What follows belongs to an exercise in optimizing a design on an open flow for small area, a short achievable clock period and few clock cycles per item; a production flow would make more cautious choices. In this exercise RTL edits were held to simulation tests only and were not proved equivalent to the original. Power is estimated from default activity; no workload was simulated.

// des_core
module des_core (
  input  wire        clk,
  input  wire        rst,
  input  wire        start,
  input  wire [1:0]  op,
  input  wire [63:0] key,
  input  wire [63:0] din,
  output reg         busy,
  output reg         done,
  output reg         err,
  output wire [63:0] dout
);
Size: ~1400 cells after synthesis, about 200 I/O pins, about 9500 µm² of cells after synthesis.
clock: 10.0 ns
lec_check: 0
abc_area: 1
cap_margin: 20
core_margin: 2
core_utilization: 40
cts_buf_list: sky130_fd_sc_hd__clkbuf_4 sky130_fd_sc_hd__clkbuf_8
slew_margin: 20
tns_end_percent: 10
standard.sh (not shown) runs the stock make flow with config.mk's settings and CLKGATE_MAP_FILE= SYNTH_SCRIPT=/design/flow/synth_recipe.tcl, a recipe that flattens the netlist after the stock synthesis.
==> flow/flow/run.sh <==
#!/bin/bash
# Own layout flow: the standard flow (standard.sh), with
#  - synthesis run by standard.sh with the ORFS scripts unchanged except the ABC
#    script that ABC_AREA=1 selects, which is replaced by flow/abc_area.script
#    (area mapping with map -a); no half/full-adder extraction (ADDER_MAP_FILE empty),
#  - port buffers of one fixed type (buf_1) instead of the default; timing repair
#    resizes them where needed,
set -euo pipefail
ARGS=(SETUP_SLACK_MARGIN=6.85 ADDER_MAP_FILE= "BUFFER_PORTS_ARGS=-buffer_cell sky130_fd_sc_hd__buf_1")
rm -rf own_scripts
cp -r "$FLOW_HOME/scripts" own_scripts
cp flow/abc_area.script own_scripts/abc_area.script
bash standard.sh "${ARGS[@]}" SCRIPTS_DIR="$PWD/own_scripts" synth > synth.log 2>&1
bash standard.sh "${ARGS[@]}" finish > standard.log 2>&1
==> flow/flow/abc_area.script <==
strash
dch
map -a
The starting point completed without violations.
Testbench counts at the start, summed over its fixed seeds: cycles 8,736, blocks 512.
Rerun with:
TNS_END_PERCENT = default   (was 10)
Effect:
- routed wire length goes down slightly
- via count barely changes
- hold slack improves by 0.0068 ns
- die area stays the same
- sequential share of layout area goes up by 0.16 points
- total power barely changes
- cell count barely changes
- worst setup slack improves by 0.079 ns
- combinational power goes down slightly
- area after synthesis stays the same
Rerun with:
--- a/flow/flow/run.sh
+++ b/flow/flow/run.sh
@@ -7,5 +7,5 @@
 #    resizes them where needed,
 set -euo pipefail
-ARGS=(SETUP_SLACK_MARGIN=6.85 ADDER_MAP_FILE= "BUFFER_PORTS_ARGS=-buffer_cell sky130_fd_sc_hd__buf_1")
+ARGS=(SETUP_SLACK_MARGIN=6.4 ADDER_MAP_FILE= "BUFFER_PORTS_ARGS=-buffer_cell sky130_fd_sc_hd__buf_1")
 rm -rf own_scripts
 cp -r "$FLOW_HOME/scripts" own_scripts
=> The changed run went through all stages and came out clean. Routed wire length is lower by 3.4%. Sequential cell count is unchanged. Sequential power stays flat. Final cell count fell by 0.94%. Via count went down by 2.2%.

========
== run 1 ==
des_core again, from the RTL that the note above started with.
Settings: LEC_CHECK=0, ABC_AREA=1, CAP_MARGIN=20, CORE_MARGIN=2, CORE_UTILIZATION=40, CTS_BUF_LIST=sky130_fd_sc_hd__clkbuf_4 sky130_fd_sc_hd__clkbuf_8, SLEW_MARGIN=20; clock period 10.0 ns.
==> flow/flow/run.sh <==
#!/bin/bash
# Own layout flow: the standard flow (standard.sh), with
#  - synthesis run by standard.sh with the ORFS scripts unchanged except the ABC
#    script that ABC_AREA=1 selects, which is replaced by flow/abc_area.script
#    (area mapping with amap); no half/full-adder extraction (ADDER_MAP_FILE empty),
#  - port buffers of one fixed type (buf_1) instead of the default; timing repair
#    resizes them where needed,
set -euo pipefail
ARGS=(SETUP_SLACK_MARGIN=6.85 ADDER_MAP_FILE= "BUFFER_PORTS_ARGS=-buffer_cell sky130_fd_sc_hd__buf_1")
rm -rf own_scripts
cp -r "$FLOW_HOME/scripts" own_scripts
cp flow/abc_area.script own_scripts/abc_area.script
bash standard.sh "${ARGS[@]}" SCRIPTS_DIR="$PWD/own_scripts" synth > synth.log 2>&1
bash standard.sh "${ARGS[@]}" finish > standard.log 2>&1
==> flow/flow/abc_area.script <==
strash
dch -f
amap
Run 1 finished every step from synthesis to the final layout, and the layout passed the timing, design-rule and antenna checks.
Testbench counts of run 1, summed over its fixed seeds: cycles 8,736, blocks 512.
Setup changes, run 1 to run 2
==> flow/flow/run.sh <==
#!/bin/bash
# Own layout flow: the standard flow (standard.sh, run whole), with
#  - port buffers of one fixed type instead of the default,
#  - other make settings given below.
# The clock period, constraints, power grid, placement, CTS and routing steps are the
# standard ones.  make's full output goes to standard.log in the work folder.
set -euo pipefail
bash standard.sh SETUP_SLACK_MARGIN=7 ADDER_MAP_FILE= "BUFFER_PORTS_ARGS=-buffer_cell sky130_fd_sc_hd__buf_1" finish > standard.log 2>&1
removed: flow/flow/abc_area.script
--- outcome ---
Going from run 1 to run 2, clock-pin slew on the worst setup and hold paths now sits higher, worst hold slack has increased.
Sequential share of cell area of run 1 is on par with run 2.
| die outline width | run 2 vs run 1 | 5.7% higher |
The arrival time of data at the critical path endpoint number comes out higher for run 1 vs run 2.
Measured against each other, run 2 and run 1 differ in routed wire length, the higher figure coming from run 2.
Sort run 2 and run 1 by combined area of the multi-input logic cells, descending, and run 2 comes first.
Lower maximum number of pins on one net before global-route repair among run 2 and run 1: run 1
diff inputs: run 2 => run 3
==> flow/flow/run.sh <==
#!/bin/bash
# Own layout flow: the standard flow (standard.sh), with
#  - synthesis run by standard.sh with the ORFS scripts unchanged except the ABC
#    script that ABC_AREA=1 selects, which is replaced by flow/abc_area.script
#    (area mapping with map -a); no half/full-adder extraction (ADDER_MAP_FILE empty),
#  - port buffers of one fixed type (buf_1) instead of the default; timing repair
#    resizes them where needed,
set -euo pipefail
ARGS=(SETUP_SLACK_MARGIN=7 ADDER_MAP_FILE= "BUFFER_PORTS_ARGS=-buffer_cell sky130_fd_sc_hd__buf_1")
rm -rf own_scripts
cp -r "$FLOW_HOME/scripts" own_scripts
cp flow/abc_area.script own_scripts/abc_area.script
bash standard.sh "${ARGS[@]}" SCRIPTS_DIR="$PWD/own_scripts" synth > synth.log 2>&1
bash standard.sh "${ARGS[@]}" finish > standard.log 2>&1
==> flow/flow/abc_area.script (new file) <==
strash
dch
map -a
Diff run 3..run 2 | post-detailed-route via-to-cell ratio | negligible. met4 as the uppermost signal routing layer after detailed routing was reported by run 2, and met5 by run 3. Compared with run 2, run 3 shows non-clock buffer count that has gone up by a few percent. Between run 2 and run 3, the minimum setup slack in the final design is higher for run 3. On global-route track usage on met1, run 2 and run 3 are basically level. Run 2 ended up with dout[2] as its critical path endpoint; run 3 ended up with r_half[12]$_DFF_P_.

-- afterwards: timing with drivers on the ports --
How much do the figures lean on ideal ports? The routed layouts below were timed once more, with nothing changed but the port constraints. Step 1: set_driving_cell puts a clkbuf_16 on clk and a buf_2 on each other input, an assumption about the parent block. Step 2 adds t to the input delays and takes it off the output delays; t is the mean of the earliest and latest rising clock arrival at the registers after step 1. Input paths then give back, and output paths get back, about the clock's delay inside the block. Three values: ideal ports, drivers, drivers and shift; two values: the first two.
| run | t (ns) | slack for setup (ns) | worst setup path at the end | clock arrival spread, ns |
|---|---|---|---|---|
| the first run of note 1 | 0.514 | 6.815 / 6.782 / 6.324 | input to register | 0.012 / 0.012 |
| the second run of note 1 | 0.502 | 6.894 / 6.853 / 6.427 | input to register | 0.015 / 0.015 |
| the third run of note 1 | 0.509 | 6.471 / 6.471 / 6.028 | input to register | 0.010 / 0.010 |
| run 1 | 0.504 | 6.838 / 6.797 / 6.363 | input to register | 0.020 / 0.020 |
| run 2 | 0.520 | 6.968 / 6.924 / 6.529 | input to register | 0.025 / 0.025 |
| run 3 | 0.515 | 7.004 / 6.967 / 6.553 | input to register | 0.015 / 0.016 |
After both steps every run listed still meets setup and hold. The setup slack of the first run of note 1, which loses most, moves by -0.033 ns with the drivers and by -0.491 ns with both steps.
